This is an optimization exercise on Yosys and OpenROAD, whose aim is small area, a short achievable clock period and few clock cycles per item, not a production implementation. Function was checked by simulation only, so behaviour that the tests miss may differ from the original.

## flow/design.v (module list and top-level ports; edited modules follow where they fit)
// module mul53_tree: 4279 lines
// module fp64_mul: 91 lines
// module fp64_add: 78 lines
// module kwf: 143 lines
module kwf (
    input  wire        clk,
    input  wire        rst,
    input  wire        cfg_we,
    input  wire [2:0]  cfg_addr,
    input  wire [63:0] cfg_wdata,
    input  wire        clr,
    input  wire        in_valid,
    output reg         in_ready,
    input  wire [1:0]  in_ch,
    input  wire [63:0] in_x,
    output reg         out_valid,
    output reg  [1:0]  out_ch,
    output reg  [63:0] out_y
);
  // ...
==> flow/run.sh <==
#!/bin/bash
# synth_recipe.tcl (not shown) runs the flow's synth.tcl, then flattens the netlist and writes it again
# the make line also repeats each setting of config.mk as NAME=value (left out here)
make -C /OpenROAD-flow-scripts/flow DESIGN_CONFIG=/design/flow/config.mk WORK_HOME=/design/flow/orfs CLKGATE_MAP_FILE= SYNTH_SCRIPT=/design/flow/synth_recipe.tcl finish
==> flow/config.mk <==
export PLATFORM = sky130hd
export DESIGN_NAME = kwf
export DESIGN_NICKNAME = kwf
export VERILOG_FILES = /design/flow/design.v
export SDC_FILE = /design/flow/constraint.sdc
export NUM_CORES = 8
export LEC_CHECK = 0
export ABC_AREA = 1
export CAP_MARGIN = 20
export CORE_MARGIN = 2
export CORE_UTILIZATION = 40
export SLEW_MARGIN = 20
==> flow/constraint.sdc <==
create_clock -name core_clock -period 30.0 [get_ports {clk}]
set_input_delay 6.0000 -clock core_clock [delete_from_list [all_inputs] [get_ports {clk}]]
set_output_delay 6.0000 -clock core_clock [all_outputs]
set_load 0.01 [all_outputs]
==> impl_metrics.toml, run 1 <==
[outcome]
outcome = "finished with violations"
so_faults = "max-capacitance violations, max-slew violations"

[clock_tree]
worstSkewPairLatency_ps = 1190

[setup_path]
endpoint = "u_a1.s2_sum[54]$_DFF_P_"
cp_num_buf_inv = 15
critPathCaptureType = "flop"
r2r.worst_path.cells = 93
crit_fanout = 72
cp.depth = 93

[worst_hold_path]
holdPathEnd = "u_m1.s3_nan$_DFF_P_"

[final_layout]
drive_gt1_frac = 0.0656
clk_share = 0.0391
seq_area_um2 = 64500

[detailed_routing]
drtIter0Drc = 41600
via_per_inst = 6.34
vias = 290000

[sta]
rsz0062_at_grt = "false"
maxSlewViolCount = 3
clock_skew_ps = 118
tightest_slew_ps = 1500

[flow_run]
drv_cap = 2

[logic_synthesis]
synth.distinct_cells = 94
synth_top_area_frac = 0.182

[global_routing]
grt-busiest-layer = "met2"

[floorplan]
coreArea_um2 = 708000
Testbench counts, summed over its fixed seeds: cycles 14,476, items 4,800.
==> module fp64_mul, before the edit <==
module fp64_mul (
    input  wire        clk,
    input  wire [63:0] a,
    input  wire [63:0] b,
    output reg  [63:0] y
);
    wire        sa = a[63], sb = b[63];
    wire [10:0] ea = a[62:52], eb = b[62:52];
    wire [51:0] fa = a[51:0],  fb = b[51:0];
    wire a_e0 = (ea == 11'd0), b_e0 = (eb == 11'd0);
    wire a_e1 = (ea == 11'h7FF), b_e1 = (eb == 11'h7FF);
    wire a_f0 = (fa == 52'd0), b_f0 = (fb == 52'd0);
    wire a_nan  = a_e1 & ~a_f0, b_nan  = b_e1 & ~b_f0;
    wire a_inf  = a_e1 &  a_f0, b_inf  = b_e1 &  b_f0;
    wire a_zero = a_e0 &  a_f0, b_zero = b_e0 &  b_f0;
    wire r_nan  = a_nan | b_nan | (a_inf & b_zero) | (b_inf & a_zero);
    wire r_inf  = a_inf | b_inf;
    wire r_zero = a_zero | b_zero;
    wire [52:0] ma = {~a_e0, fa};
    wire [52:0] mb = {~b_e0, fb};
    wire [12:0] xa = {2'b00, ea[10:1], ea[0] | a_e0};
    wire [12:0] xb = {2'b00, eb[10:1], eb[0] | b_e0};
    wire [12:0] k1 = xa + xb - 13'd1023;
    reg [5:0] tza, tzb;
    integer i;
    always @(*) begin
        tza = 6'd53;
        tzb = 6'd53;
        for (i = 52; i >= 0; i = i - 1) begin
            if (ma[i]) tza = i[5:0];
            if (mb[i]) tzb = i[5:0];
        end
    end
    wire [105:0] ts, tc;
    mul53_tree u_tree (.a(ma), .b(mb), .s(ts), .c(tc));
    reg [105:0] s2_s, s2_c;
    reg [12:0]  s2_k;
    reg [6:0]   s2_tz;
    reg         s2_sy, s2_nan, s2_inf, s2_zero;
    always @(posedge clk) begin
        s2_s    <= ts;
        s2_c    <= tc;
        s2_k    <= k1;
        s2_tz   <= {1'b0, tza} + {1'b0, tzb};
        s2_sy   <= sa ^ sb;
        s2_nan  <= r_nan;
        s2_inf  <= r_inf;
        s2_zero <= r_zero;
    end
    wire [105:0] p = s2_s + s2_c;
    reg [5:0] lz;
    always @(*) begin
        lz = 6'd55;
        for (i = 51; i <= 105; i = i + 1)
            if (p[i]) lz = 6'd105 - i[5:0];
    end
    wire        k_neg  = s2_k[12];
    wire        k_ge   = ~k_neg & (s2_k >= {7'd0, lz});
    wire [12:0] e_m1   = k_ge ? s2_k - {7'd0, lz} : 13'd0;
    wire        k_far  = k_neg & (s2_k < 13'h1FC8);        
    wire [7:0]  sh     = k_ge ? {2'b00, lz} : k_far ? 8'hC8 : s2_k[7:0];
    wire [7:0]  stpos  = 8'd52 - sh;                       
    wire        sticky = ~stpos[7] & ({1'b0, s2_tz} < stpos);
    wire [6:0]  rsh    = 7'd54 - sh[6:0];                  
    reg [105:0] s3_p;
    reg [6:0]   s3_rsh;
    reg [12:0]  s3_e;
    reg         s3_st, s3_sy, s3_nan, s3_inf, s3_zero;
    always @(posedge clk) begin
        s3_p    <= p;
        s3_rsh  <= rsh;
        s3_e    <= e_m1;
        s3_st   <= sticky;
        s3_sy   <= s2_sy;
        s3_nan  <= s2_nan;
        s3_inf  <= s2_inf;
        s3_zero <= s2_zero;
    end
    wire [107:0] fun = {s3_p, 2'b00} >> s3_rsh;
    wire [52:0]  sig   = fun[53:1];
    wire         guard = fun[0];
    wire         inc   = guard & (s3_st | sig[0]);
    wire [65:0] pk  = {s3_e, 52'd0} + {13'd0, sig} + {65'd0, inc};
    wire        ovf = (pk[64:52] >= 13'd2047);
    always @(posedge clk)
        y <= s3_nan  ? 64'h7FF8000000000000 :
             s3_inf  ? {s3_sy, 11'h7FF, 52'd0} :
             s3_zero ? {s3_sy, 63'd0} :
             ovf     ? {s3_sy, 11'h7FF, 52'd0} :
                       {s3_sy, pk[62:0]};
endmodule
==> module fp64_add, before the edit <==
module fp64_add (
    input  wire        clk,
    input  wire [63:0] a,
    input  wire [63:0] b,
    input  wire        sub,
    output reg  [63:0] y
);
    wire        sa = a[63], sb = b[63] ^ sub;
    wire [10:0] ea = a[62:52], eb = b[62:52];
    wire [51:0] fa = a[51:0],  fb = b[51:0];
    wire a_e1 = (ea == 11'h7FF), b_e1 = (eb == 11'h7FF);
    wire a_f0 = (fa == 52'd0),   b_f0 = (fb == 52'd0);
    wire a_nan = a_e1 & ~a_f0, b_nan = b_e1 & ~b_f0;
    wire a_inf = a_e1 &  a_f0, b_inf = b_e1 &  b_f0;
    wire r_nan = a_nan | b_nan | (a_inf & b_inf & (sa ^ sb));
    wire r_inf = a_inf | b_inf;
    wire r_isg = a_inf ? sa : sb;
    wire swap = {eb, fb} > {ea, fa};
    wire        s_big = swap ? sb : sa;
    wire        s_sml = swap ? sa : sb;
    wire [10:0] e_big = swap ? eb : ea;
    wire [10:0] e_sml = swap ? ea : eb;
    wire [51:0] f_big = swap ? fb : fa;
    wire [51:0] f_sml = swap ? fa : fb;
    wire [10:0] x_big = {e_big[10:1], e_big[0] | (e_big == 11'd0)};
    wire [10:0] x_sml = {e_sml[10:1], e_sml[0] | (e_sml == 11'd0)};
    wire [10:0] d     = x_big - x_sml;
    wire [52:0] h_sml = {e_sml != 11'd0, f_sml};
    reg [5:0] tz;
    integer i;
    always @(*) begin
        tz = 6'd63;
        for (i = 52; i >= 0; i = i - 1)
            if (h_sml[i]) tz = i[5:0];
    end
    wire [55:0] m_big = {e_big != 11'd0, f_big, 3'b000};
    wire [5:0]  dsh   = (d > 11'd63) ? 6'd63 : d[5:0];
    wire [55:0] sh_sml = {h_sml, 3'b000} >> dsh;
    wire        lost  = (e_sml != 11'd0 || f_sml != 52'd0) && (({5'd0, tz} + 11'd3) < d);
    wire [55:0] m_al  = {sh_sml[55:1], sh_sml[0] | lost};
    wire        do_sub = s_big ^ s_sml;
    wire [56:0] sum    = do_sub ? {1'b0, m_big} - {1'b0, m_al}
                                : {1'b0, m_big} + {1'b0, m_al};
    reg [56:0] s2_sum;
    reg [10:0] s2_x;
    reg        s2_s, s2_nan, s2_inf, s2_isg, s2_zs;
    always @(posedge clk) begin
        s2_sum <= sum;
        s2_x   <= x_big;
        s2_s   <= s_big;
        s2_nan <= r_nan;
        s2_inf <= r_inf;
        s2_isg <= r_isg;
        s2_zs  <= sa & sb;
    end
    reg [5:0] lz;
    always @(*) begin
        lz = 6'd57;
        for (i = 0; i < 57; i = i + 1)
            if (s2_sum[i]) lz = 6'd56 - i[5:0];
    end
    wire        lz_le = ({5'd0, lz} <= s2_x);
    wire [5:0]  lsh   = lz_le ? lz : s2_x[5:0];
    wire [12:0] e_m1  = {2'b00, s2_x} - {7'd0, lsh};
    wire [56:0] sn    = s2_sum << lsh;
    wire [52:0] sig    = sn[56:4];
    wire        guard  = sn[3];
    wire        sticky = |sn[2:0];
    wire        inc    = guard & (sticky | sig[0]);
    wire [65:0] pk  = {e_m1, 52'd0} + {13'd0, sig} + {65'd0, inc};
    wire        ovf = (pk[64:52] >= 13'd2047);
    always @(posedge clk)
        y <= s2_nan ? 64'h7FF8000000000000 :
             s2_inf ? {s2_isg, 11'h7FF, 52'd0} :
             (s2_sum == 57'd0) ? {s2_zs, 63'd0} :
             ovf    ? {s2_s, 11'h7FF, 52'd0} :
                      {s2_s, pk[62:0]};
endmodule
==> module kwf, before the edit <==
module kwf (
    input  wire        clk,
    input  wire        rst,
    input  wire        cfg_we,
    input  wire [2:0]  cfg_addr,
    input  wire [63:0] cfg_wdata,
    input  wire        clr,
    input  wire        in_valid,
    output reg         in_ready,
    input  wire [1:0]  in_ch,
    input  wire [63:0] in_x,
    output reg         out_valid,
    output reg  [1:0]  out_ch,
    output reg  [63:0] out_y
);
    localparam NCH = 4;
    reg [63:0] hp_alpha, bq_b0, bq_b1, bq_b2, bq_a1, bq_a2;
    reg [63:0] x1 [0:NCH-1];
    reg [63:0] y1 [0:NCH-1];
    reg [63:0] s1 [0:NCH-1];
    reg [63:0] s2 [0:NCH-1];
    reg rst_q, clr_q;
    always @(posedge clk) begin
        rst_q <= rst;
        clr_q <= clr;
    end
    reg [1:0] ph;
    wire ph0 = (ph == 2'd0), ph1 = (ph == 2'd1), ph2 = (ph == 2'd2);
    always @(posedge clk)
        if (rst || ph2) ph <= 2'd0;
        else            ph <= ph + 2'd1;
    reg        ib_v;
    reg [1:0]  ib_ch;
    reg [63:0] ib_x;
    reg        st0;             
    reg [6:1] rec_v;
    reg [1:0] rec_ch [1:6];
    wire haz = (rec_v[1] && rec_ch[1] == ib_ch) ||
               (rec_v[2] && rec_ch[2] == ib_ch) ||
               (rec_v[3] && rec_ch[3] == ib_ch);
    wire start = ph0 && ib_v && !haz;
    integer k;
    always @(posedge clk) begin
        if (in_ready) begin
            ib_x  <= in_x;
            ib_ch <= in_ch;
        end
        if (rst) begin
            ib_v     <= 1'b0;
            st0      <= 1'b0;
            rec_v    <= 6'd0;
            in_ready <= 1'b0;
        end else begin
            if (ph0) st0 <= start;
            in_ready <= ph1 && (!ib_v || st0);
            if (in_ready)      ib_v <= in_valid;
            else if (ph2 && st0) ib_v <= 1'b0;
            if (ph2) begin
                rec_v <= {rec_v[5:1], st0};
                if (clr_q) rec_v <= 6'd0;
            end else if (clr_q) rec_v <= 6'd0;
            if (clr_q) st0 <= 1'b0;
        end
        if (ph2) begin
            rec_ch[1] <= ib_ch;
            for (k = 2; k <= 6; k = k + 1) rec_ch[k] <= rec_ch[k-1];
        end
    end
    reg  [63:0] m1_a, m1_b, m2_a, m2_b, a1_a, a1_b, a2_a, a2_b;
    reg         a1_sub, a2_sub;
    wire [63:0] m1_y, m2_y, a1_y, a2_y;
    fp64_mul u_m1 (.clk(clk), .a(m1_a), .b(m1_b), .y(m1_y));
    fp64_mul u_m2 (.clk(clk), .a(m2_a), .b(m2_b), .y(m2_y));
    fp64_add u_a1 (.clk(clk), .a(a1_a), .b(a1_b), .sub(a1_sub), .y(a1_y));
    fp64_add u_a2 (.clk(clk), .a(a2_a), .b(a2_b), .sub(a2_sub), .y(a2_y));
    reg [63:0] hp1, hp2, hq2;
    always @(posedge clk) begin
        if (ph2) begin hp1 <= m1_y; hp2 <= m2_y; end
        if (ph0) hq2 <= m2_y;
    end
    wire [63:0] y1_r = y1[rec_ch[3]];
    always @(*) begin
        case (ph)
            2'd0: begin
                m1_a = bq_a1;    m1_b = a1_y;
                m2_a = bq_a2;    m2_b = a1_y;
                a1_a = y1[ib_ch]; a1_b = ib_x;          a1_sub = 1'b0;
                a2_a = hp1;      a2_b = m1_y;           a2_sub = 1'b1;
            end
            2'd1: begin
                m1_a = hp_alpha; m1_b = a1_y;
                m2_a = bq_b0;    m2_b = m1_y;
                a1_a = m2_y;     a1_b = s1[rec_ch[3]];  a1_sub = 1'b0;
                a2_a = hp2;      a2_b = hq2;            a2_sub = 1'b1;
            end
            default: begin
                m1_a = bq_b1;    m1_b = y1_r;
                m2_a = bq_b2;    m2_b = y1_r;
                a1_a = a1_y;     a1_b = x1[ib_ch];      a1_sub = 1'b1;
                a2_a = a2_y;     a2_b = s2[rec_ch[5]];  a2_sub = 1'b0;
            end
        endcase
    end
    always @(posedge clk) begin
        if (cfg_we) begin
            case (cfg_addr)
                3'd0: hp_alpha <= cfg_wdata;
                3'd1: bq_b0    <= cfg_wdata;
                3'd2: bq_b1    <= cfg_wdata;
                3'd3: bq_b2    <= cfg_wdata;
                3'd4: bq_a1    <= cfg_wdata;
                3'd5: bq_a2    <= cfg_wdata;
                default: ;
            endcase
        end else if (rst_q) begin
            hp_alpha <= 64'd0;
            bq_b0    <= 64'd0;
            bq_b1    <= 64'd0;
            bq_b2    <= 64'd0;
            bq_a1    <= 64'd0;
            bq_a2    <= 64'd0;
        end
        for (k = 0; k < NCH; k = k + 1) begin
            if (rst_q || clr_q) begin
                x1[k] <= 64'd0;
                y1[k] <= 64'd0;
                s1[k] <= 64'd0;
                s2[k] <= 64'd0;
            end else begin
                if (ph2 && st0 && ib_ch == k)          x1[k] <= ib_x;
                if (ph1 && rec_v[2] && rec_ch[2] == k) y1[k] <= m1_y;
                if (ph0 && rec_v[6] && rec_ch[6] == k) s2[k] <= a2_y;
                if (ph1 && rec_v[6] && rec_ch[6] == k) s1[k] <= a2_y;
            end
        end
    end
    always @(posedge clk) begin
        out_y  <= a1_y;
        out_ch <= rec_ch[4];
        if (rst) out_valid <= 1'b0;
        else     out_valid <= ph0 && rec_v[4];
    end
endmodule
==> run 2: changes to the inputs <==
--- a/flow/design.v
+++ b/flow/design.v
@@ -4285,5 +4285,10 @@
 );
-    wire        sa = a[63], sb = b[63];
-    wire [10:0] ea = a[62:52], eb = b[62:52];
-    wire [51:0] fa = a[51:0],  fb = b[51:0];
+    reg [63:0] ra, rb;
+    always @(posedge clk) begin
+        ra <= a;
+        rb <= b;
+    end
+    wire        sa = ra[63], sb = rb[63];
+    wire [10:0] ea = ra[62:52], eb = rb[62:52];
+    wire [51:0] fa = ra[51:0],  fb = rb[51:0];
     wire a_e0 = (ea == 11'd0), b_e0 = (eb == 11'd0);
@@ -4302,12 +4307,30 @@
     wire [12:0] k1 = xa + xb - 13'd1023;
-    reg [5:0] tza, tzb;
-    integer i;
-    always @(*) begin
-        tza = 6'd53;
-        tzb = 6'd53;
-        for (i = 52; i >= 0; i = i - 1) begin
-            if (ma[i]) tza = i[5:0];
-            if (mb[i]) tzb = i[5:0];
-        end
-    end
+    wire [5:0] za, zb, tza, tzb;
+    wire       za_z, zb_z, tza_z, tzb_z;
+    lzc64 u_za (.x({ma, 11'd0}), .cnt(za), .zero(za_z));
+    lzc64 u_zb (.x({mb, 11'd0}), .cnt(zb), .zero(zb_z));
+    lzc64 u_tza (.x({ma[0], ma[1], ma[2], ma[3], ma[4], ma[5], ma[6], ma[7], ma[8], ma[9],
+                     ma[10], ma[11], ma[12], ma[13], ma[14], ma[15], ma[16], ma[17], ma[18], ma[19],
+                     ma[20], ma[21], ma[22], ma[23], ma[24], ma[25], ma[26], ma[27], ma[28], ma[29],
+                     ma[30], ma[31], ma[32], ma[33], ma[34], ma[35], ma[36], ma[37], ma[38], ma[39],
+                     ma[40], ma[41], ma[42], ma[43], ma[44], ma[45], ma[46], ma[47], ma[48], ma[49],
+                     ma[50], ma[51], ma[52], 11'd0}), .cnt(tza), .zero(tza_z));
+    lzc64 u_tzb (.x({mb[0], mb[1], mb[2], mb[3], mb[4], mb[5], mb[6], mb[7], mb[8], mb[9],
+                     mb[10], mb[11], mb[12], mb[13], mb[14], mb[15], mb[16], mb[17], mb[18], mb[19],
+                     mb[20], mb[21], mb[22], mb[23], mb[24], mb[25], mb[26], mb[27], mb[28], mb[29],
+                     mb[30], mb[31], mb[32], mb[33], mb[34], mb[35], mb[36], mb[37], mb[38], mb[39],
+                     mb[40], mb[41], mb[42], mb[43], mb[44], mb[45], mb[46], mb[47], mb[48], mb[49],
+                     mb[50], mb[51], mb[52], 11'd0}), .cnt(tzb), .zero(tzb_z));
+    wire [12:0] z    = {7'd0, za} + {7'd0, zb};
+    wire [6:0]  tz   = {1'b0, tza} + {1'b0, tzb};
+    wire        k_neg = k1[12];
+    wire        k_ge  = ~k_neg & (k1 >= z);                  
+    wire        k_gt  = ~k_neg & (k1 > z);                   
+    wire        k_far = k_neg & (k1 < 13'h1FC8);             
+    wire [7:0]  sh0   = k_ge ? z[7:0] : k_far ? 8'hC8 : k1[7:0];
+    wire [12:0] e0    = k_ge ? k1 - z : 13'd0;
+    wire [7:0]  stp0  = 8'd52 - sh0;
+    wire [7:0]  stp1  = 8'd51 - sh0;
+    wire        st0   = ~stp0[7] & ({1'b0, tz} < stp0);
+    wire        st1   = ~stp1[7] & ({1'b0, tz} < stp1);
     wire [105:0] ts, tc;
@@ -4315,5 +4338,5 @@
     reg [105:0] s2_s, s2_c;
-    reg [12:0]  s2_k;
-    reg [6:0]   s2_tz;
-    reg         s2_sy, s2_nan, s2_inf, s2_zero;
+    reg [6:0]   s2_rsh;
+    reg [12:0]  s2_e;
+    reg         s2_gt, s2_st0, s2_st1, s2_sy, s2_nan, s2_inf, s2_zero;
     always @(posedge clk) begin
@@ -4321,4 +4344,7 @@
         s2_c    <= tc;
-        s2_k    <= k1;
-        s2_tz   <= {1'b0, tza} + {1'b0, tzb};
+        s2_rsh  <= 7'd54 - sh0[6:0];                        
+        s2_e    <= e0;
+        s2_gt   <= k_gt;
+        s2_st0  <= st0;
+        s2_st1  <= st1;
         s2_sy   <= sa ^ sb;
@@ -4328,26 +4354,13 @@
     end
-    wire [105:0] p = s2_s + s2_c;
-    reg [5:0] lz;
-    always @(*) begin
-        lz = 6'd55;
-        for (i = 51; i <= 105; i = i + 1)
-            if (p[i]) lz = 6'd105 - i[5:0];
-    end
-    wire        k_neg  = s2_k[12];
-    wire        k_ge   = ~k_neg & (s2_k >= {7'd0, lz});
-    wire [12:0] e_m1   = k_ge ? s2_k - {7'd0, lz} : 13'd0;
-    wire        k_far  = k_neg & (s2_k < 13'h1FC8);        
-    wire [7:0]  sh     = k_ge ? {2'b00, lz} : k_far ? 8'hC8 : s2_k[7:0];
-    wire [7:0]  stpos  = 8'd52 - sh;                       
-    wire        sticky = ~stpos[7] & ({1'b0, s2_tz} < stpos);
-    wire [6:0]  rsh    = 7'd54 - sh[6:0];                  
-    reg [105:0] s3_p;
-    reg [6:0]   s3_rsh;
-    reg [12:0]  s3_e;
-    reg         s3_st, s3_sy, s3_nan, s3_inf, s3_zero;
+    wire [105:0] p   = s2_s + s2_c;
+    wire [108:0] fun = {p, 3'b000} >> s2_rsh;
+    reg [54:0] s3_w;
+    reg [12:0] s3_e;
+    reg        s3_gt, s3_st0, s3_st1, s3_sy, s3_nan, s3_inf, s3_zero;
     always @(posedge clk) begin
-        s3_p    <= p;
-        s3_rsh  <= rsh;
-        s3_e    <= e_m1;
-        s3_st   <= sticky;
+        s3_w    <= fun[54:0];
+        s3_e    <= s2_e;
+        s3_gt   <= s2_gt;
+        s3_st0  <= s2_st0;
+        s3_st1  <= s2_st1;
         s3_sy   <= s2_sy;
@@ -4357,8 +4370,12 @@
     end
-    wire [107:0] fun = {s3_p, 2'b00} >> s3_rsh;
-    wire [52:0]  sig   = fun[53:1];
-    wire         guard = fun[0];
-    wire         inc   = guard & (s3_st | sig[0]);
-    wire [65:0] pk  = {s3_e, 52'd0} + {13'd0, sig} + {65'd0, inc};
-    wire        ovf = (pk[64:52] >= 13'd2047);
+    wire        ext    = ~s3_w[54] & s3_gt;
+    wire [52:0] sig    = ext ? s3_w[53:1] : s3_w[54:2];
+    wire        guard  = ext ? s3_w[0] : s3_w[1];
+    wire        sticky = ext ? s3_st1 : (s3_st0 | s3_w[0]);
+    wire        inc    = guard & (sticky | sig[0]);
+    wire [53:0] sr;
+    inc53 u_inc (.a(sig), .ci(inc), .y(sr));
+    wire [12:0] e_m1 = s3_e - {12'd0, ext};
+    wire [12:0] ex   = e_m1 + {11'd0, sr[53:52]};
+    wire        ovf  = (ex >= 13'd2047);
     always @(posedge clk)
@@ -4368,3 +4385,3 @@
              ovf     ? {s3_sy, 11'h7FF, 52'd0} :
-                       {s3_sy, pk[62:0]};
+                       {s3_sy, ex[10:0], sr[51:0]};
 endmodule
@@ -4380,2 +4397,3 @@
     wire [51:0] fa = a[51:0],  fb = b[51:0];
+    wire a_e0 = (ea == 11'd0),   b_e0 = (eb == 11'd0);
     wire a_e1 = (ea == 11'h7FF), b_e1 = (eb == 11'h7FF);
@@ -4387,50 +4405,80 @@
     wire r_isg = a_inf ? sa : sb;
-    wire swap = {eb, fb} > {ea, fa};
-    wire        s_big = swap ? sb : sa;
-    wire        s_sml = swap ? sa : sb;
-    wire [10:0] e_big = swap ? eb : ea;
-    wire [10:0] e_sml = swap ? ea : eb;
-    wire [51:0] f_big = swap ? fb : fa;
-    wire [51:0] f_sml = swap ? fa : fb;
-    wire [10:0] x_big = {e_big[10:1], e_big[0] | (e_big == 11'd0)};
-    wire [10:0] x_sml = {e_sml[10:1], e_sml[0] | (e_sml == 11'd0)};
-    wire [10:0] d     = x_big - x_sml;
-    wire [52:0] h_sml = {e_sml != 11'd0, f_sml};
-    reg [5:0] tz;
-    integer i;
-    always @(*) begin
-        tz = 6'd63;
-        for (i = 52; i >= 0; i = i - 1)
-            if (h_sml[i]) tz = i[5:0];
-    end
-    wire [55:0] m_big = {e_big != 11'd0, f_big, 3'b000};
-    wire [5:0]  dsh   = (d > 11'd63) ? 6'd63 : d[5:0];
-    wire [55:0] sh_sml = {h_sml, 3'b000} >> dsh;
-    wire        lost  = (e_sml != 11'd0 || f_sml != 52'd0) && (({5'd0, tz} + 11'd3) < d);
-    wire [55:0] m_al  = {sh_sml[55:1], sh_sml[0] | lost};
-    wire        do_sub = s_big ^ s_sml;
-    wire [56:0] sum    = do_sub ? {1'b0, m_big} - {1'b0, m_al}
-                                : {1'b0, m_big} + {1'b0, m_al};
-    reg [56:0] s2_sum;
+    wire [10:0] xa = {ea[10:1], ea[0] | a_e0};
+    wire [10:0] xb = {eb[10:1], eb[0] | b_e0};
+    wire [52:0] ha = {~a_e0, fa};
+    wire [52:0] hb = {~b_e0, fb};
+    wire [11:0] dab = {1'b0, xa} - {1'b0, xb};
+    wire [11:0] dba = {1'b0, xb} - {1'b0, xa};
+    wire        e_swap = dab[11];                   
+    wire        do_sub = sa ^ sb;
+    wire [10:0] d      = e_swap ? dba[10:0] : dab[10:0];
+    wire        d0     = (dab == 12'd0);
+    wire        d1     = (dab == 12'd1) | (dba == 12'd1);
+    wire [52:0] h_big = e_swap ? hb : ha;
+    wire [52:0] h_sml = e_swap ? ha : hb;
+    wire [10:0] x_big = e_swap ? xb : xa;
+    wire [5:0] tza, tzb;
+    wire       za, zb;
+    lzc64 u_tza (.x({ha[0], ha[1], ha[2], ha[3], ha[4], ha[5], ha[6], ha[7], ha[8], ha[9],
+                     ha[10], ha[11], ha[12], ha[13], ha[14], ha[15], ha[16], ha[17], ha[18], ha[19],
+                     ha[20], ha[21], ha[22], ha[23], ha[24], ha[25], ha[26], ha[27], ha[28], ha[29],
+                     ha[30], ha[31], ha[32], ha[33], ha[34], ha[35], ha[36], ha[37], ha[38], ha[39],
+                     ha[40], ha[41], ha[42], ha[43], ha[44], ha[45], ha[46], ha[47], ha[48], ha[49],
+                     ha[50], ha[51], ha[52], 11'd0}), .cnt(tza), .zero(za));
+    lzc64 u_tzb (.x({hb[0], hb[1], hb[2], hb[3], hb[4], hb[5], hb[6], hb[7], hb[8], hb[9],
+                     hb[10], hb[11], hb[12], hb[13], hb[14], hb[15], hb[16], hb[17], hb[18], hb[19],
+                     hb[20], hb[21], hb[22], hb[23], hb[24], hb[25], hb[26], hb[27], hb[28], hb[29],
+                     hb[30], hb[31], hb[32], hb[33], hb[34], hb[35], hb[36], hb[37], hb[38], hb[39],
+                     hb[40], hb[41], hb[42], hb[43], hb[44], hb[45], hb[46], hb[47], hb[48], hb[49],
+                     hb[50], hb[51], hb[52], 11'd0}), .cnt(tzb), .zero(zb));
+    wire [5:0]  tz_sml = e_swap ? tza : tzb;
+    wire        z_sml  = e_swap ? za : zb;
+    wire        lost   = ~z_sml & (({5'd0, tz_sml} + 11'd3) < d);
+    wire        d_big = |d[10:6];
+    wire [55:0] al    = ({h_sml, 3'b000} >> d[5:0]) & {56{~d_big}};
+    wire [55:0] m_al  = {al[55:1], al[0] | lost};
+    wire [54:0] n0ab = {1'b0, ha, 1'b0} - {1'b0, hb, 1'b0};
+    wire [54:0] n0ba = {1'b0, hb, 1'b0} - {1'b0, ha, 1'b0};
+    wire [53:0] n1a  = {ha, 1'b0} - {1'b0, hb};
+    wire [53:0] n1b  = {hb, 1'b0} - {1'b0, ha};
+    wire [53:0] n1   = e_swap ? n1b : n1a;
+    wire        n0neg = n0ab[54];
+    wire [53:0] nr   = d0 ? (n0neg ? n0ba[53:0] : n0ab[53:0]) : n1;
+    wire        n_s  = d0 ? (n0neg ? sb : sa) : (e_swap ? sb : sa);
+    wire        near = do_sub & (d0 | (d1 & ~n1[53]));
+    reg [52:0] s2_hb;
+    reg [55:0] s2_al;
+    reg [53:0] s2_nr;
     reg [10:0] s2_x;
-    reg        s2_s, s2_nan, s2_inf, s2_isg, s2_zs;
+    reg        s2_sub, s2_near, s2_fs, s2_ns, s2_nan, s2_inf, s2_isg, s2_zs;
+    reg        s2_x1, s2_x46, s2_x45;
+    reg [10:0] s2_xm2, s2_xm1, s2_xp1, s2_xp2;
     always @(posedge clk) begin
-        s2_sum <= sum;
-        s2_x   <= x_big;
-        s2_s   <= s_big;
-        s2_nan <= r_nan;
-        s2_inf <= r_inf;
-        s2_isg <= r_isg;
-        s2_zs  <= sa & sb;
-    end
-    reg [5:0] lz;
-    always @(*) begin
-        lz = 6'd57;
-        for (i = 0; i < 57; i = i + 1)
-            if (s2_sum[i]) lz = 6'd56 - i[5:0];
-    end
-    wire        lz_le = ({5'd0, lz} <= s2_x);
-    wire [5:0]  lsh   = lz_le ? lz : s2_x[5:0];
-    wire [12:0] e_m1  = {2'b00, s2_x} - {7'd0, lsh};
-    wire [56:0] sn    = s2_sum << lsh;
+        s2_hb   <= h_big;
+        s2_al   <= m_al;
+        s2_nr   <= nr;
+        s2_x    <= x_big;
+        s2_sub  <= do_sub;
+        s2_near <= near;
+        s2_fs   <= e_swap ? sb : sa;
+        s2_ns   <= n_s;
+        s2_nan  <= r_nan;
+        s2_inf  <= r_inf;
+        s2_isg  <= r_isg;
+        s2_zs   <= sa & sb;
+        s2_x1   <= (x_big == 11'd1);
+        s2_x46  <= (x_big == 11'd2046);
+        s2_x45  <= (x_big == 11'd2045);
+        s2_xm2  <= x_big - 11'd2;
+        s2_xm1  <= x_big - 11'd1;
+        s2_xp1  <= x_big + 11'd1;
+        s2_xp2  <= x_big + 11'd2;
+    end
+    wire [56:0] sum = s2_sub ? {1'b0, s2_hb, 3'b000} - {1'b0, s2_al}
+                             : {1'b0, s2_hb, 3'b000} + {1'b0, s2_al};
+    wire        l0  = sum[56];
+    wire        l1  = ~sum[56] & (sum[55] | s2_x1);
+    wire        l2  = ~l0 & ~l1;
+    wire [56:0] sn  = ({57{l0}} & sum) | ({57{l1}} & {sum[55:0], 1'b0}) |
+                      ({57{l2}} & {sum[54:0], 2'b00});
     wire [52:0] sig    = sn[56:4];
@@ -4439,4 +4487,22 @@
     wire        inc    = guard & (sticky | sig[0]);
-    wire [65:0] pk  = {e_m1, 52'd0} + {13'd0, sig} + {65'd0, inc};
-    wire        ovf = (pk[64:52] >= 13'd2047);
+    wire [53:0] sr;
+    inc53 u_inc (.a(sig), .ci(inc), .y(sr));
+    wire [1:0]  lsh  = {l2, l1};
+    wire [1:0]  cup  = sr[53:52];
+    wire [10:0] f_ex = (lsh == 2'd0) ? ((cup == 2'd0) ? s2_x   : (cup == 2'd1) ? s2_xp1 : s2_xp2) :
+                       (lsh == 2'd1) ? ((cup == 2'd0) ? s2_xm1 : (cup == 2'd1) ? s2_x   : s2_xp1) :
+                                       ((cup == 2'd0) ? s2_xm2 : (cup == 2'd1) ? s2_xm1 : s2_x);
+    wire        f_ovf = s2_x46 & (l0 | (l1 & sr[53])) | s2_x45 & l0 & sr[53];
+    wire        f_zero = (sum == 57'd0);
+    wire [5:0]  nlz;
+    wire        nlz_z;
+    lzc64 u_nlz (.x({s2_nr, 10'b1000000000}), .cnt(nlz), .zero(nlz_z));
+    wire [10:0] x_m1 = s2_x - 11'd1;
+    wire        n_le = ({5'd0, nlz} <= x_m1);
+    wire [5:0]  nsh  = n_le ? nlz : x_m1[5:0];
+    wire [53:0] nn   = s2_nr << nsh;
+    wire [10:0] n_m1 = n_le ? x_m1 - {5'd0, nlz} : 11'd0;
+    wire [10:0] n_p1 = n_le ? s2_x - {5'd0, nlz} : 11'd1;
+    wire [10:0] n_ex = nn[53] ? n_p1 : n_m1;
+    wire        n_zero = (s2_nr == 54'd0);
     always @(posedge clk)
@@ -4444,5 +4510,57 @@
              s2_inf ? {s2_isg, 11'h7FF, 52'd0} :
-             (s2_sum == 57'd0) ? {s2_zs, 63'd0} :
-             ovf    ? {s2_s, 11'h7FF, 52'd0} :
-                      {s2_s, pk[62:0]};
+             s2_near ? (n_zero ? 64'd0 : {s2_ns, n_ex, nn[52:1]}) :
+             f_zero ? {s2_zs, 63'd0} :
+             f_ovf  ? {s2_fs, 11'h7FF, 52'd0} :
+                      {s2_fs, f_ex, sr[51:0]};
+endmodule
+module lzc64 (
+    input  wire [63:0] x,
+    output wire [5:0]  cnt,
+    output wire        zero
+);
+    wire [63:0] v0 = x;
+    wire [31:0] v1;  wire [31:0] c1;
+    wire [15:0] v2;  wire [31:0] c2;
+    wire [7:0]  v3;  wire [23:0] c3;
+    wire [3:0]  v4;  wire [15:0] c4;
+    wire [1:0]  v5;  wire [9:0]  c5;
+    genvar i;
+    generate
+        for (i = 0; i < 32; i = i + 1) begin : l1
+            assign v1[i] = v0[2*i+1] | v0[2*i];
+            assign c1[i] = ~v0[2*i+1];
+        end
+        for (i = 0; i < 16; i = i + 1) begin : l2
+            assign v2[i] = v1[2*i+1] | v1[2*i];
+            assign c2[2*i+1 -: 2] = v1[2*i+1] ? {1'b0, c1[2*i+1]} : {1'b1, c1[2*i]};
+        end
+        for (i = 0; i < 8; i = i + 1) begin : l3
+            assign v3[i] = v2[2*i+1] | v2[2*i];
+            assign c3[3*i+2 -: 3] = v2[2*i+1] ? {1'b0, c2[4*i+3 -: 2]} : {1'b1, c2[4*i+1 -: 2]};
+        end
+        for (i = 0; i < 4; i = i + 1) begin : l4
+            assign v4[i] = v3[2*i+1] | v3[2*i];
+            assign c4[4*i+3 -: 4] = v3[2*i+1] ? {1'b0, c3[6*i+5 -: 3]} : {1'b1, c3[6*i+2 -: 3]};
+        end
+        for (i = 0; i < 2; i = i + 1) begin : l5
+            assign v5[i] = v4[2*i+1] | v4[2*i];
+            assign c5[5*i+4 -: 5] = v4[2*i+1] ? {1'b0, c4[8*i+7 -: 4]} : {1'b1, c4[8*i+3 -: 4]};
+        end
+    endgenerate
+    assign zero = ~(v5[1] | v5[0]);
+    assign cnt  = v5[1] ? {1'b0, c5[9:5]} : {1'b1, c5[4:0]};
+endmodule
+module inc53 (
+    input  wire [52:0] a,
+    input  wire        ci,
+    output wire [53:0] y
+);
+    wire [53:0] p0 = {a, ci};
+    wire [53:0] p1 = p0 & {p0[52:0], 1'b1};
+    wire [53:0] p2 = p1 & {p1[51:0], 2'b11};
+    wire [53:0] p3 = p2 & {p2[49:0], 4'hF};
+    wire [53:0] p4 = p3 & {p3[45:0], 8'hFF};
+    wire [53:0] p5 = p4 & {p4[37:0], 16'hFFFF};
+    wire [53:0] p6 = p5 & {p5[21:0], 32'hFFFFFFFF};
+    assign y = {1'b0, a} ^ {p6[53:1] & 53'h1FFFFFFFFFFFFF, ci} ;
 endmodule
@@ -4474,7 +4592,7 @@
     end
-    reg [1:0] ph;
-    wire ph0 = (ph == 2'd0), ph1 = (ph == 2'd1), ph2 = (ph == 2'd2);
+    reg [2:0] ph;
+    wire ph0 = ph[0], ph1 = ph[1], ph2 = ph[2];
     always @(posedge clk)
-        if (rst || ph2) ph <= 2'd0;
-        else            ph <= ph + 2'd1;
+        if (rst) ph <= 3'b001;
+        else     ph <= {ph[1:0], ph[2]};
     reg        ib_v;
@@ -4483,4 +4601,4 @@
     reg        st0;             
-    reg [6:1] rec_v;
-    reg [1:0] rec_ch [1:6];
+    reg [7:1] rec_v;
+    reg [1:0] rec_ch [1:7];
     wire haz = (rec_v[1] && rec_ch[1] == ib_ch) ||
@@ -4498,3 +4616,3 @@
             st0      <= 1'b0;
-            rec_v    <= 6'd0;
+            rec_v    <= 7'd0;
             in_ready <= 1'b0;
@@ -4506,5 +4624,5 @@
             if (ph2) begin
-                rec_v <= {rec_v[5:1], st0};
-                if (clr_q) rec_v <= 6'd0;
-            end else if (clr_q) rec_v <= 6'd0;
+                rec_v <= {rec_v[6:1], st0};
+                if (clr_q) rec_v <= 7'd0;
+            end else if (clr_q) rec_v <= 7'd0;
             if (clr_q) st0 <= 1'b0;
@@ -4513,3 +4631,3 @@
             rec_ch[1] <= ib_ch;
-            for (k = 2; k <= 6; k = k + 1) rec_ch[k] <= rec_ch[k-1];
+            for (k = 2; k <= 7; k = k + 1) rec_ch[k] <= rec_ch[k-1];
         end
@@ -4523,42 +4641,32 @@
     fp64_add u_a2 (.clk(clk), .a(a2_a), .b(a2_b), .sub(a2_sub), .y(a2_y));
-    reg [63:0] hp1, hp2, hq2;
-    always @(posedge clk) begin
-        if (ph2) begin hp1 <= m1_y; hp2 <= m2_y; end
-        if (ph0) hq2 <= m2_y;
-    end
-    wire [63:0] y1_r = y1[rec_ch[3]];
+    reg [63:0] hp1, hp2;
+    always @(posedge clk)
+        if (ph0) begin hp1 <= m1_y; hp2 <= m2_y; end
+    wire [63:0] y1_r = y1[ph0 ? rec_ch[3] : rec_ch[4]];
+    wire [63:0] y1_i = y1[ib_ch];
+    wire [63:0] x1_r = x1[ib_ch];
+    wire [63:0] s1_r = s1[rec_ch[4]];
+    wire [63:0] s2_r = s2[rec_ch[7]];
     always @(*) begin
-        case (ph)
-            2'd0: begin
-                m1_a = bq_a1;    m1_b = a1_y;
-                m2_a = bq_a2;    m2_b = a1_y;
-                a1_a = y1[ib_ch]; a1_b = ib_x;          a1_sub = 1'b0;
-                a2_a = hp1;      a2_b = m1_y;           a2_sub = 1'b1;
-            end
-            2'd1: begin
-                m1_a = hp_alpha; m1_b = a1_y;
-                m2_a = bq_b0;    m2_b = m1_y;
-                a1_a = m2_y;     a1_b = s1[rec_ch[3]];  a1_sub = 1'b0;
-                a2_a = hp2;      a2_b = hq2;            a2_sub = 1'b1;
-            end
-            default: begin
-                m1_a = bq_b1;    m1_b = y1_r;
-                m2_a = bq_b2;    m2_b = y1_r;
-                a1_a = a1_y;     a1_b = x1[ib_ch];      a1_sub = 1'b1;
-                a2_a = a2_y;     a2_b = s2[rec_ch[5]];  a2_sub = 1'b0;
-            end
-        endcase
+        m1_a   = ({64{ph0}} & bq_a1) | ({64{ph1}} & hp_alpha) | ({64{ph2}} & bq_b1);
+        m1_b   = ph2 ? y1_r : a1_y;
+        m2_a   = ({64{ph0}} & bq_b0) | ({64{ph1}} & bq_a2) | ({64{ph2}} & bq_b2);
+        m2_b   = ph1 ? out_y : y1_r;
+        a1_a   = ({64{ph0}} & y1_i) | ({64{ph1}} & m2_y) | ({64{ph2}} & a1_y);
+        a1_b   = ({64{ph0}} & ib_x) | ({64{ph1}} & s1_r) | ({64{ph2}} & x1_r);
+        a1_sub = ph2;
+        a2_a   = ({64{ph0}} & a2_y) | ({64{ph1}} & hp1) | ({64{ph2}} & hp2);
+        a2_b   = ({64{ph0}} & s2_r) | ({64{ph1}} & m1_y) | ({64{ph2}} & m2_y);
+        a2_sub = ~ph0;
+    end
+    reg        cfg_we_q;
+    reg [2:0]  cfg_addr_q;
+    reg [63:0] cfg_wdata_q;
+    always @(posedge clk) begin
+        cfg_we_q    <= cfg_we;
+        cfg_addr_q  <= cfg_addr;
+        cfg_wdata_q <= cfg_wdata;
     end
     always @(posedge clk) begin
-        if (cfg_we) begin
-            case (cfg_addr)
-                3'd0: hp_alpha <= cfg_wdata;
-                3'd1: bq_b0    <= cfg_wdata;
-                3'd2: bq_b1    <= cfg_wdata;
-                3'd3: bq_b2    <= cfg_wdata;
-                3'd4: bq_a1    <= cfg_wdata;
-                3'd5: bq_a2    <= cfg_wdata;
-                default: ;
-            endcase
-        end else if (rst_q) begin
+        if (rst_q) begin
             hp_alpha <= 64'd0;
@@ -4569,2 +4677,12 @@
             bq_a2    <= 64'd0;
+        end else if (cfg_we_q) begin
+            case (cfg_addr_q)
+                3'd0: hp_alpha <= cfg_wdata_q;
+                3'd1: bq_b0    <= cfg_wdata_q;
+                3'd2: bq_b1    <= cfg_wdata_q;
+                3'd3: bq_b2    <= cfg_wdata_q;
+                3'd4: bq_a1    <= cfg_wdata_q;
+                3'd5: bq_a2    <= cfg_wdata_q;
+                default: ;
+            endcase
         end
@@ -4578,5 +4696,5 @@
                 if (ph2 && st0 && ib_ch == k)          x1[k] <= ib_x;
-                if (ph1 && rec_v[2] && rec_ch[2] == k) y1[k] <= m1_y;
-                if (ph0 && rec_v[6] && rec_ch[6] == k) s2[k] <= a2_y;
-                if (ph1 && rec_v[6] && rec_ch[6] == k) s1[k] <= a2_y;
+                if (ph2 && rec_v[2] && rec_ch[2] == k) y1[k] <= m1_y;
+                if (ph1 && rec_v[7] && rec_ch[7] == k) s2[k] <= a2_y;
+                if (ph2 && rec_v[7] && rec_ch[7] == k) s1[k] <= a2_y;
             end
@@ -4586,5 +4704,5 @@
         out_y  <= a1_y;
-        out_ch <= rec_ch[4];
+        out_ch <= rec_ch[5];
         if (rst) out_valid <= 1'b0;
-        else     out_valid <= ph0 && rec_v[4];
+        else     out_valid <= ph0 && rec_v[5];
     end
==> flow/flow/run.sh (new file) <==
#!/bin/bash
# Standard layout (the standard.sh), with timing repair asked to aim
# for a much larger setup slack than the 30 ns clock needs, and ABC's
# buffers removed so that the resizer rebuffers the netlist.
set -e
cat >> config.mk <<'CFG'
export SETUP_SLACK_MARGIN = 23
export REMOVE_ABC_BUFFERS = 1
CFG
bash standard.sh > standard.log 2>&1
==> flow/standard.sh (new file) <==
#!/bin/bash
# synth_recipe.tcl (not shown) runs the flow's synth.tcl, then flattens the netlist and writes it again
# the make line also repeats each setting of config.mk as NAME=value (left out here)
make -C /OpenROAD-flow-scripts/flow DESIGN_CONFIG=/design/flow/config.mk WORK_HOME=/design/flow/orfs CLKGATE_MAP_FILE= SYNTH_SCRIPT=/design/flow/synth_recipe.tcl "${@:-finish}"
--- a/flow/config.mk
+++ b/flow/config.mk
@@ -7,6 +7,7 @@
 export LEC_CHECK = 0
-export ABC_AREA = 1
-export CAP_MARGIN = 20
+export CAP_MARGIN = 30
 export CORE_MARGIN = 2
 export CORE_UTILIZATION = 40
-export SLEW_MARGIN = 20
+export SLEW_MARGIN = 30
+export SETUP_SLACK_MARGIN = 23
+export REMOVE_ABC_BUFFERS = 1
removed: flow/run.sh
==> run 2 against run 1 <==
Compared with the run above:
- the run now finishes clean
- utilization rose by 0.84 points
- worst setup slack improved by 12000 ps
- sequential share of layout area fell by 1.8 points
- routed wire length rose by 8.8%
- first-iteration DRC count rose by 20%
- global-route usage fell by 3.1 points
- critical path type is now flop to output pin
- largest cell class unchanged
==> impl_metrics.toml, run 2 <==
[outcome]
outcome = "no timing/DRC/antenna violations"

[sta]
min_period_ps = 7840
maxSlewHeadroom = 0.171
finalSetupTns_ps = 0
hold_viol_final = 0
hold_ws_ps = 230
tightest_slew_ps = 1240
rsz0062_at_grt = "true"
fin_crit_sh = 0.261
maxSlewViolCount = 0
max_freq_ghz = 0.128
clock_skew_ps = 164
finalSetupViolations = 0

[worst_hold_path]
holdCritPathClass = "flop to flop"
hp-start = "u_m1.s2_e[10]$_SDFF_PN0_"
holdPathEnd = "u_m1.s3_e[10]$_DFF_P_"
whs_path_depth = 0

[logic_synthesis]
netlist_top_cells_area = "dfxtp_1 19%, fa_1 16%, xnor2_1 9.0%, a22oi_1 6.5%, nand2_1 5.7%"
yosys.area.top_type = "dfxtp_1"
syn_inst = 39500
yosys.area_share.simple = 0.124
synth_compound_gate_area_share = 0.221
synth_top_area_frac = 0.191
syn_area_um2 = 330000
avgSynthCellArea_um2 = 8.36
synth_xor_area_frac = 0.101
yosysWarnings = 8
ys_top_cells_by_count = "4,968 x nand2_1, 3,607 x a21oi_1, 3,373 x xnor2_1"
synth_edf_count = 208
synth.most_common_cell = "nand2_1"
synth.distinct_cells = 114
ys.flop_type = "dfxtp_1"
synth_top_family_by_area = "compound AO/OA/AOI/OAI gates"
yosys-mux-area-fraction = 0.0648
seq_area_frac_synth = 0.210
synth-async-reset-ratio = 0
yosys.area_share.adder = 0.208
ys_ff_latch = 3354

[detailed_routing]
wl_met2_um = 687000
ant_nets = 0
via_per_inst = 6.62
first_pass_iters = 22
wl_met3_um = 226000
met1Wirelength_um = 644000
topRoutingLayerUsed = "met5"
totalWireLength_um = 1710000
wire_per_inst_um = 34.5
remaining_drc_errors = 0
vias = 328000
drtIter0Drc = 50000

[clock_tree]
cts_hold_buffers = 0
htreeDepth = 5
numCtsBuffers = 385
worstSkewPairLatency_ps = 1150
cts.sinks = 3354
cts-root-buf = "clkbuf_16"
cts_tree = "built"
cts_buffer_depth = 4
clkTransAtPathRegs_ps = 60

[place]
dp_cells = 48200
io_buffers = 205
dp_hpwl_um = 1190000
place.gp.congestion = 1.04

[setup_path]
r2r-end = "u_m2.y[18]$_SDFF_PP0_"
r2r-start = "u_m2.s3_w[54]$_SDFF_PP0_"
crit_family = "flip-flops"
worst-endpoint-required_ps = 24000
critPathCaptureType = "output pin"
start_kind = "flop"
r2r_slack_ps = 22810
crit_fanout = 2
r2r.worst_path.cells = 38
crit_chain = "buf_6"
critical_path_class = "flop to output pin"
cp.arrival_ps = 1840
cp_slowest_cell = "dfxtp_4"
cp_slowest_stage_delay_ps = 500
cp_num_buf_inv = 1

[global_routing]
grt_max_degree = 253
grt_pass1_wl_um = 2380000
overflow = 0
grt_antenna_before_repair = 196
track_usage = 0.390
first_global_vias = 316000

[final_layout]
fin_nets = 42300
drive_gt1_frac = 0.110
syn2layout_area_growth_pct = 11.5
final_cells = 49600
layout_commonest_cell = "nand2_1"
layout_common_cells = "4,934 x nand2_1, 3,483 x a21oi_1, 3,349 x xnor2_1, 2,903 x dfxtp_1, 2,859 x inv_1"
fill_cells = 80200

[floorplan]
fp.dieW_um = 912
initial_utilization = 0.401
rows = 333
die_h_um = 912
coreArea_um2 = 822000
die_area_um2 = 832000
io_pins = 206

[flow_run]
drv_cap = 0
run 2: cell count changes after synthesis, moves of 908 or more:
cell,previous run,this run
a22oi_1,18,2857
o22ai_1,2875,130
a21oi_1,2132,3607
nand2_1,7130,4968
o21ai_0,2361,1109
xor2_1,3214,434
dfxtp_1,2238,3146
xnor2_1,189,3373
inv_1,4424,2894
run 2: cells by family (layout without fill, tap and decap cells):
group,after synthesis,after routing
flops,3354,3354
fa+ha+maj,3916,3916
xor+xnor,3807,3807
buf+inv,6290,5366
simple gates,9442,9453
compound gates,11100,11100
other cells,0,137
mux,1602,1602
run 2: through the flow:
stage               worst slack, ps  instance area (um2)  utilization
finish                        22160               368000        0.447
CTS                           22170               362000        0.441
floorplan                       513               317000            -
global route                  22180               368000        0.447
detailed placement            19880               342000        0.417
global placement              19310               342000        0.416
run 2: area by class of cell:
type | count | area, um2 | area share
Tap cell | 10900 | 13600 | 0.0370
Inverter | 2946 | 11200 | 0.0306
Multi-Input combinational cell | 29800 | 242000 | 0.659
Clock inverter | 193 | 2480 | 0.00674
Clock buffer | 518 | 10800 | 0.0294
Timing Repair Buffer | 1708 | 17200 | 0.0468
Sequential cell | 3354 | 69700 | 0.190
Antenna cell | 137 | 343 | 0.000932
Timing Repair inverter | 1 | 8.76 | 0.0000238
run 2: what timing repair did:
action                                  in CTS  in global routing
gates cloned                                48                 30
setup buffers                              214                224
pin swaps                                  122                231
endpoints found under the setup margin     908                624
resized for setup                         1257                642
run 2: worst max path at each step:
stage,start,slack [ps],cells past startpoint,endpoint
detailed placement,ib_ch[0]$_DFFE_PP_,19880,29,u_a1.s2_nr[45]$_DFF_P_
CTS,out_y[16]$_DFF_P_,22170,1,out_y[16]
floorplan,ph[0]$_SDFF_PP1_,510,19,u_a2.s2_nr[52]$_DFF_P_
finish,out_y[12]$_DFF_P_,22160,1,out_y[12]
global placement,u_m1.s3_w[54]$_SDFF_PP0_,19310,39,u_m1.y[7]$_SDFF_PP0_
global route,out_y[12]$_DFF_P_,22180,1,out_y[12]
run 2: per-layer routing:
layer,vias to the layer above,track usage
met1,162000,0.492
met3,6984,0.139
met5,-,0.00968
met4,108,0.271
met2,24900,0.553
li1,135000,-
Testbench counts of run 2, summed over its fixed seeds: cycles 14,494, items 4,800.
==> run 3: changes to the inputs <==
--- a/flow/design.v
+++ b/flow/design.v
@@ -4285,7 +4285,6 @@
 );
-    reg [63:0] ra, rb;
-    always @(posedge clk) begin
-        ra <= a;
+    reg [63:0] rb;
+    always @(posedge clk)
         rb <= b;
-    end
+    wire [63:0] ra = a;
     wire        sa = ra[63], sb = rb[63];
@@ -4587,2 +4586,4 @@
     reg [63:0] s2 [0:NCH-1];
+    reg [5:0] zc;
+    reg [3:0] zx1, zy1, zs1, zs2;
     reg rst_q, clr_q;
@@ -4644,11 +4645,14 @@
         if (ph0) begin hp1 <= m1_y; hp2 <= m2_y; end
-    wire [63:0] y1_r = y1[ph0 ? rec_ch[3] : rec_ch[4]];
-    wire [63:0] y1_i = y1[ib_ch];
-    wire [63:0] x1_r = x1[ib_ch];
-    wire [63:0] s1_r = s1[rec_ch[4]];
-    wire [63:0] s2_r = s2[rec_ch[7]];
+    wire [1:0]  y1_rc = ph0 ? rec_ch[3] : rec_ch[4];
+    wire [63:0] y1_r = y1[y1_rc] & {64{~zy1[y1_rc]}};
+    wire [63:0] y1_i = y1[ib_ch] & {64{~zy1[ib_ch]}};
+    wire [63:0] x1_r = x1[ib_ch] & {64{~zx1[ib_ch]}};
+    wire [63:0] s1_r = s1[rec_ch[4]] & {64{~zs1[rec_ch[4]]}};
+    wire [63:0] s2_r = s2[rec_ch[7]] & {64{~zs2[rec_ch[7]]}};
     always @(*) begin
-        m1_a   = ({64{ph0}} & bq_a1) | ({64{ph1}} & hp_alpha) | ({64{ph2}} & bq_b1);
+        m1_a   = ({64{ph1 & ~zc[4]}} & bq_a1) | ({64{ph2 & ~zc[0]}} & hp_alpha) |
+                 ({64{ph0 & ~zc[2]}} & bq_b1);
         m1_b   = ph2 ? y1_r : a1_y;
-        m2_a   = ({64{ph0}} & bq_b0) | ({64{ph1}} & bq_a2) | ({64{ph2}} & bq_b2);
+        m2_a   = ({64{ph1 & ~zc[1]}} & bq_b0) | ({64{ph2 & ~zc[5]}} & bq_a2) |
+                 ({64{ph0 & ~zc[3]}} & bq_b2);
         m2_b   = ph1 ? out_y : y1_r;
@@ -4669,11 +4673,14 @@
     end
+    wire [3:0] we_x1, we_y1, we_s1, we_s2;
+    genvar gc;
+    generate
+        for (gc = 0; gc < NCH; gc = gc + 1) begin : g_we
+            assign we_x1[gc] = ph2 && st0 && ib_ch == gc;
+            assign we_y1[gc] = ph2 && rec_v[2] && rec_ch[2] == gc;
+            assign we_s2[gc] = ph1 && rec_v[7] && rec_ch[7] == gc;
+            assign we_s1[gc] = ph2 && rec_v[7] && rec_ch[7] == gc;
+        end
+    endgenerate
     always @(posedge clk) begin
-        if (rst_q) begin
-            hp_alpha <= 64'd0;
-            bq_b0    <= 64'd0;
-            bq_b1    <= 64'd0;
-            bq_b2    <= 64'd0;
-            bq_a1    <= 64'd0;
-            bq_a2    <= 64'd0;
-        end else if (cfg_we_q) begin
+        if (cfg_we_q) begin
             case (cfg_addr_q)
@@ -4688,14 +4695,22 @@
         end
+        if (rst_q)
+            zc <= 6'b111111;
+        else if (cfg_we_q && cfg_addr_q < 3'd6)
+            zc[cfg_addr_q] <= 1'b0;
         for (k = 0; k < NCH; k = k + 1) begin
-            if (rst_q || clr_q) begin
-                x1[k] <= 64'd0;
-                y1[k] <= 64'd0;
-                s1[k] <= 64'd0;
-                s2[k] <= 64'd0;
-            end else begin
-                if (ph2 && st0 && ib_ch == k)          x1[k] <= ib_x;
-                if (ph2 && rec_v[2] && rec_ch[2] == k) y1[k] <= m1_y;
-                if (ph1 && rec_v[7] && rec_ch[7] == k) s2[k] <= a2_y;
-                if (ph2 && rec_v[7] && rec_ch[7] == k) s1[k] <= a2_y;
-            end
+            if (we_x1[k]) x1[k] <= ib_x;
+            if (we_y1[k]) y1[k] <= m1_y;
+            if (we_s2[k]) s2[k] <= a2_y;
+            if (we_s1[k]) s1[k] <= a2_y;
+        end
+        if (rst_q || clr_q) begin
+            zx1 <= 4'b1111;
+            zy1 <= 4'b1111;
+            zs1 <= 4'b1111;
+            zs2 <= 4'b1111;
+        end else begin
+            zx1 <= zx1 & ~we_x1;
+            zy1 <= zy1 & ~we_y1;
+            zs1 <= zs1 & ~we_s1;
+            zs2 <= zs2 & ~we_s2;
         end
--- a/flow/config.mk
+++ b/flow/config.mk
@@ -8,2 +8,4 @@
 export CAP_MARGIN = 30
+export CELL_PAD_IN_SITES_DETAIL_PLACEMENT = 1
+export CELL_PAD_IN_SITES_GLOBAL_PLACEMENT = 1
 export CORE_MARGIN = 2
==> run 3 against run 2 <==
Compared with the run above:
- still clean
- final area rose by 0.29%
- area after synthesis fell by 2.3%
- maximum frequency fell by 5.4%
- critical path depth rose by 51
- routed wire length rose by 2.0%
- synthesized cell count fell by 12%
- first-iteration DRC count fell by 20%
- largest cell class unchanged
==> impl_metrics.toml, run 3 <==
[outcome]
outcome = "no timing/DRC/antenna violations"

[floorplan]
coreArea_um2 = 803000
rows = 329
die_area_um2 = 813000
die_h_um = 902
initial_utilization = 0.401
io_pins = 206
fp.dieW_um = 902

[clock_tree]
worstSkewPairLatency_ps = 1100
numCtsBuffers = 386
clkTransAtPathRegs_ps = 60
htreeDepth = 5
cts-root-buf = "clkbuf_16"
cts.sinks = 3248
cts_buffer_depth = 4
cts_tree = "built"

[sta]
rsz0062_at_grt = "true"
finalSetupTns_ps = 0
finalSetupViolations = 0
hold_viol_final = 0
maxSlewViolCount = 0
layout_setup_ws_ps = 21710
tightest_slew_ps = 1230
min_period_ps = 8290
maxSlewHeadroom = 0.176
max_freq_ghz = 0.121
fin_crit_sh = 0.276
clock_skew_ps = 111

[logic_synthesis]
synth-async-reset-ratio = 0
avgSynthCellArea_um2 = 9.24
syn_area_um2 = 322000
ys_ff_latch = 3248
synth.most_common_cell = "xnor2_1"
ys.flop_type = "dfxtp_1"
synth_edf_count = 1616
netlist_top_cells_area = "fa_1 16%, edfxtp_1 15%, dfxtp_1 10%, xnor2_1 9.4%, a22oi_1 7.1%"
ys_top_cells_by_count = "3,463 x xnor2_1, 3,049 x a22oi_1, 2,808 x inv_1"
synth_top_area_frac = 0.161
synth.distinct_cells = 118
yosysWarnings = 8
yosys.area.top_type = "fa_1"
seq_area_frac_synth = 0.252
syn_inst = 34900

[detailed_routing]
met1Wirelength_um = 675000
wl_met3_um = 198000
wl_met2_um = 724000
wire_per_inst_um = 38.2
topRoutingLayerUsed = "met5"
remaining_drc_errors = 0
via_per_inst = 6.60
vias = 302000
drtIter0Drc = 39800
totalWireLength_um = 1750000
first_pass_iters = 10
ant_nets = 0

[final_layout]
fin_nets = 38600
layout_common_cells = "3,405 x xnor2_1, 2,970 x a22oi_1, 2,749 x inv_1, 2,511 x fa_1, 2,414 x nand2_1"
fill_cells = 89700
drive_gt1_frac = 0.139
syn2layout_area_growth_pct = 14.5
layout_commonest_cell = "xnor2_1"

[setup_path]
cp_slowest_stage_delay_ps = 610
cp_slowest_cell = "fa_2"
cp.arrival_ps = 9210
r2r-start = "ph[0]$_SDFF_PP1_"
worst-endpoint-required_ps = 30920
cp_common_cell = "buf_6"
critical_path_class = "flop to flop"
start_kind = "flop"
startpoint = "ph[0]$_SDFF_PP1_"
critPathCaptureType = "flop"
crit_fanout = 5

[global_routing]
overflow = 0
track_usage = 0.410
first_global_vias = 304000
grt_max_degree = 93
grt_antenna_before_repair = 242
grt_pass1_wl_um = 2390000

[place]
io_buffers = 205
place.gp.congestion = 1.00
dpl_worst_slack_ps = 18540
dp_hpwl_um = 1240000

[worst_hold_path]
hp-start = "u_m1.s2_e[1]$_SDFF_PN0_"
holdCritPathClass = "flop to flop"

[flow_run]
drv_cap = 0
## run 3: kinds of logic (layout without fill, tap and decap cells)
kind of cell,Yosys count,in the layout,synth area share
AO/OA/AOI/OAI,9466,9471,0.198
AND/OR/NAND/NOR,7115,7144,0.0994
buffers and inverters,5646,5574,0.0661
adder cells (fa/ha/maj),3925,3925,0.213
XOR/XNOR,3800,3800,0.103
flip-flops,3248,3248,0.252
multiplexers,1695,1697,0.0683
other,0,299,0
## run 3: final timing paths
kind         slack [ps]                       to  cells after the start
max               21710  u_m2.s2_e[3]$_SDFF_PN0_                     52
min                 320     u_m1.s3_e[1]$_DFF_P_                      0
max reg2reg       21710  u_m2.s2_e[3]$_SDFF_PN0_                     52
min reg2reg         320     u_m1.s3_e[1]$_DFF_P_                      0
## run 3: repair_timing
item,4_1_cts,5_1_grt
gates cloned,95,42
buffers inserted,411,263
gates resized for setup,1749,911
hold buffers,0,0
pin swaps,289,404
endpoints found under the setup margin,979,756
## run 3: final cells by class
type | instances | area (um2) | area share
Clock inverter | 213 | 2600 | 0.00704
Multi-Input combinational cell | 26000 | 228000 | 0.619
Timing Repair inverter | 1 | 11.3 | 0.0000305
Tap cell | 10600 | 13300 | 0.0359
Inverter | 2863 | 10900 | 0.0295
Clock buffer | 512 | 10900 | 0.0295
Sequential cell | 3248 | 81500 | 0.221
Antenna cell | 299 | 748 | 0.00203
Timing Repair Buffer | 1985 | 20800 | 0.0564
## run 3: metrics by stage
stage	cell area, um2	hold WS [ps]	utilization	instances
2_1_floorplan	312000	310	-	32100
4_1_cts	361000	329	0.450	45100
5_1_grt	369000	332	0.459	45700
3_5_place_dp	337000	315	0.419	43900
6_report	369000	324	0.460	45800
3_3_place_gp	336000	313	0.419	43900
## run 3: routing by layer
layer | global-route usage | vias to the layer above
li1 | - | 123000
met1 | 0.529 | 155000
met2 | 0.598 | 18800
met3 | 0.114 | 5132
met4 | 0.277 | 66
met5 | 0.00274 | -
## run 3: worst max-delay path: cells and delay by family, from the launching register on
family | cells | cell delay, ps
buf+inv | 34 | 3990
simple gates | 10 | 1520
fa+ha+maj | 3 | 1010
compound gates | 4 | 930
flops | 1 | 380
xor+xnor | 1 | 170
Testbench counts of run 3, summed over its fixed seeds: cycles 14,494, items 4,800.

afterwards: timing with drivers on the ports:
The results above use ideal ports. As a check the final layouts listed here were re-extracted and re-timed, cells and wires unchanged. Step 1, drivers: a clkbuf_16 drives clk and a buf_2 each remaining input, both assumed. Step 2 times the ports against the registers' clock, not the clock port: input delays grow and output delays shrink by t, the midpoint of the rising clock arrivals with the driver on. Slacks: ideal / step 1 / step 2; pairs: ideal / step 1.
run | t, ns | setup slack, ns | clock arrival spread, ns | pins driven straight from the clock port
run 1 | 1.240 | 10.364 / 10.364 / 10.364 | 0.119 / 0.120 | 1
run 2 | 1.224 | 22.163 / 22.016 / 22.647 | 0.174 / 0.175 | 1
run 3 | 1.208 | 21.714 / 21.714 / 21.714 | 0.131 / 0.131 | 1
